Background: an optimization exercise with open tools, aiming at small area, a short achievable clock period and few clock cycles. Do not read the settings as production practice.
The RTL was checked by simulation tests, not by an equivalence proof against the original design.
Power and IR drop assume default switching activity.

## link_rx
module link_rx (
    input  wire        clk,
    input  wire        rst,
    input  wire        in_valid,
    output wire        in_ready,
    input  wire [7:0]  in_data,
    input  wire        cmd_valid,
    output wire        cmd_ready,
    input  wire [7:0]  cmd_op,
    input  wire [7:0]  cmd_id,
    input  wire [31:0] cmd_region,
    input  wire [7:0]  cmd_size,
    output reg         rsp_valid,
    output reg         rsp_bool,
    output wire [7:0]  rsp_val,
    output wire        mem_valid,
    input  wire        mem_ready,
    output wire [31:0] mem_addr,
    output wire [7:0]  mem_data
);
For scale: about 3100 cells after synthesis, about 1100 flip-flops, ~47000 um2 of cells after synthesis.
clock: 7.5 ns
lec_check: 0
abc_clock_period_in_ps: 2800
cap_margin: 20
core_margin: 2
core_utilization: 62
cts_cluster_diameter: 85
cts_cluster_size: 26
place_density: 0.75
setup_slack_margin: 4.7
slew_margin: 20
tns_end_percent: 100
standard.sh (not shown) runs the stock make flow with config.mk's settings and CLKGATE_MAP_FILE= SYNTH_SCRIPT=/design/flow/synth_recipe.tcl, a recipe that flattens the netlist after the stock synthesis.
==> flow/flow/run.sh <==
#!/bin/bash
# The standard layout (standard.sh, the standard flow's own ORFS flow) with two changes:
# - the ports are buffered with sky130_fd_sc_hd__buf_4 instead of the cell
#   buffer_ports picks by itself (a clkdlybuf4s50_1 delay cell); every port
#   still gets its buffer and timing repair may resize it afterwards;
# - clock tree synthesis adds no dummy loads (same clustering settings as
#   config.mk's CTS_CLUSTER_SIZE / CTS_CLUSTER_DIAMETER).
set -euo pipefail
export BUFFER_PORTS_ARGS="-buffer_cell sky130_fd_sc_hd__buf_4"
export CTS_ARGS="-sink_clustering_enable -repair_clock_nets -sink_clustering_size 26 -sink_clustering_max_diameter 85 -dont_use_dummy_load"
bash standard.sh finish > standard.log 2>&1
The first run passed the timing, DRC and antenna checks.
Testbench counts at the start, summed over its fixed seeds: cycles 33,236.
Edit:
ABC_CLOCK_PERIOD_IN_PS = 2300   (was 2800)
CORE_UTILIZATION = 55   (was 62)
PLACE_DENSITY = 0.7   (was 0.75)
SETUP_SLACK_MARGIN = 5.0   (was 4.7)
What happened:
- The changed run finished clean
- die area goes up by 13%
- global-route usage goes down by 2.3 points
- power goes up by 3.4%
- via count goes up by 0.64%
- final cell count goes up by 5.9%
- non-clock buffer count goes up by 64
- worst setup slack gets worse by 0.024 ns
- hold slack gets worse by 0.011 ns
- clock skew goes up by 0.0066 ns
Edit:
ABC_CLOCK_PERIOD_IN_PS = 2800   (was 2300)
CORE_UTILIZATION = 64   (was 55)
PLACE_DENSITY = 0.72   (was 0.7)
SETUP_SLACK_MARGIN = 4.7   (was 5.0)
What happened: Non-clock buffer count decreases by 48; combinational power is lower by 8.6%; clock skew rose by 0.027 ns; die area drops by 14%.

link_rx, a different RTL version from the one above (not shown whole).
Size in the first run: ~4,600 cells after synthesis, ~1,100 flip-flops, about 120 I/O pins, about 50,000 µm² of cells after synthesis.
make LEC_CHECK=0 ABC_AREA=1 ABC_CLOCK_PERIOD_IN_PS=2800 CAP_MARGIN=20 CORE_MARGIN=2 CORE_UTILIZATION=55 CTS_CLUSTER_DIAMETER=90 CTS_CLUSTER_SIZE=28 PLACE_DENSITY=0.7 SETUP_SLACK_MARGIN=4.65 SLEW_MARGIN=20 TNS_END_PERCENT=100 finish   # period 7.5 ns
run.sh (not shown) runs the stock make flow with config.mk's settings and CLKGATE_MAP_FILE= SYNTH_SCRIPT=/design/flow/synth_recipe.tcl, a recipe that flattens the netlist after the stock synthesis.
Stock flow here: none of the scripts above is used.
The starting point completed without violations.
Testbench counts at the start, summed over its fixed seeds: cycles 33,235.
Change:
- ABC_AREA: 1 -> default
- ABC_CLOCK_PERIOD_IN_PS: 2800 -> 2850
- CTS_CLUSTER_DIAMETER: 90 -> 70
- CTS_CLUSTER_SIZE: 28 -> 22
- SETUP_SLACK_MARGIN: 4.65 -> 4.6
After rerunning:
- The new run completed without violations
- die area came out lower by 3.0%
- clock-buffer cell count came out higher by 25
- final area came out lower by 0.63%
- power came out higher by 2.2%
- cell count came out lower by 19%
- worst hold slack gains 0.030 ns

RTL: one of the versions met above, not the one the previous note started from.
For scale: roughly 3100 cells after synthesis, roughly 1100 flip-flops, about 120 I/O pins, about 0.047 mm2 of cells after synthesis.
## link_rx
module link_rx (
    input  wire        clk,
    input  wire        rst,
    input  wire        in_valid,
    output wire        in_ready,
    input  wire [7:0]  in_data,
    input  wire        cmd_valid,
    output wire        cmd_ready,
    input  wire [7:0]  cmd_op,
    input  wire [7:0]  cmd_id,
    input  wire [31:0] cmd_region,
    input  wire [7:0]  cmd_size,
    output reg         rsp_valid,
    output reg         rsp_bool,
    output wire [7:0]  rsp_val,
    output wire        mem_valid,
    input  wire        mem_ready,
    output wire [31:0] mem_addr,
    output wire [7:0]  mem_data
);
export LEC_CHECK = 0
export ABC_CLOCK_PERIOD_IN_PS = 2800
export CAP_MARGIN = 20
export CORE_MARGIN = 2
export CORE_UTILIZATION = 55
export CTS_CLUSTER_DIAMETER = 85
export CTS_CLUSTER_SIZE = 26
export PLACE_DENSITY = 0.7
export SETUP_SLACK_MARGIN = 4.7
export SLEW_MARGIN = 20
export TNS_END_PERCENT = 100
create_clock -name core_clock -period 7.5 [get_ports {clk}]
standard.sh (not shown) runs the stock make flow with config.mk's settings and CLKGATE_MAP_FILE= SYNTH_SCRIPT=/design/flow/synth_recipe.tcl, a recipe that flattens the netlist after the stock synthesis.
Scripts as last shown in full above: flow/flow/run.sh
Testbench counts at the start, summed over its fixed seeds: cycles 33,236.
Then changed:
ABC_CLOCK_PERIOD_IN_PS = 2500   (was 2800)
SETUP_SLACK_MARGIN = 4.8   (was 4.7)
- final area went up by 0.70%
- global-route usage goes up by 0.17 points
- via count rose by about 1.1%
- worst setup slack loses 0.0056 ns
- routed wire length is higher by about 0.6%
- clock power stays flat
- count of clock-buffer cells in the layout stays the same
- critical path depth falls by 5
- total power climbs by about 0.36%
Then changed:
ABC_CLOCK_PERIOD_IN_PS = 2600   (was 2500)
CORE_UTILIZATION = 62   (was 55)
PLACE_DENSITY = 0.75   (was 0.7)
SETUP_SLACK_MARGIN = 4.75   (was 4.8)
What happened: Wire length drops slightly. Core utilization went up by 7.6 points. Area after synthesis is unchanged. Via count hardly moves. Fmax increases slightly.

[separate check: timing with driven ports]
The flow's constraints put no driver on any port. The routed layouts listed below were extracted and timed again, unchanged, in two steps. Step 1 (the two cells are an assumption about what drives the block):
set clk [get_ports {clk}]
set_driving_cell -lib_cell sky130_fd_sc_hd__clkbuf_16 $clk
set_driving_cell -lib_cell sky130_fd_sc_hd__buf_2 [delete_from_list [all_inputs] $clk]
Step 2 adds t to the input delays and takes it off the output delays; t is the mean of the earliest and latest rising clock arrival at the registers after step 1. Input paths then give back, and output paths get back, about the clock's delay inside the block. a / b / c = no drivers / after step 1 / after step 2; a / b = the first two.
| run | t (ns) | setup WS [ns] | hold slack, ns |
|---|---|---|---|
| the first run of note 1 | 0.684 | 4.740 / 4.674 / 4.243 | 0.487 / 0.487 / 0.487 |
| the second run of note 1 | 0.682 | 4.715 / 4.651 / 4.337 | 0.476 / 0.476 / 0.476 |
| the third run of note 1 | 0.684 | 4.706 / 4.652 / 4.264 | 0.493 / 0.493 / 0.493 |
| the first run of note 2 | 0.712 | 4.628 / 4.599 / 4.084 | 0.466 / 0.466 / 0.466 |
| the second run of note 2 | 0.704 | 4.514 / 4.514 / 3.946 | 0.496 / 0.496 / 0.496 |
| the first run of note 3 | 0.688 | 4.730 / 4.668 / 4.095 | 0.469 / 0.469 / 0.469 |
| the second run of note 3 | 0.685 | 4.725 / 4.659 / 4.213 | 0.496 / 0.496 / 0.496 |
| the third run of note 3 | 0.677 | 4.748 / 4.678 / 4.248 | 0.495 / 0.495 / 0.495 |
After both steps setup and hold are still met in every run listed. For the first run of note 3, which loses most, drivers alone change the setup slack by -0.062 ns; drivers and shift together by -0.635 ns.
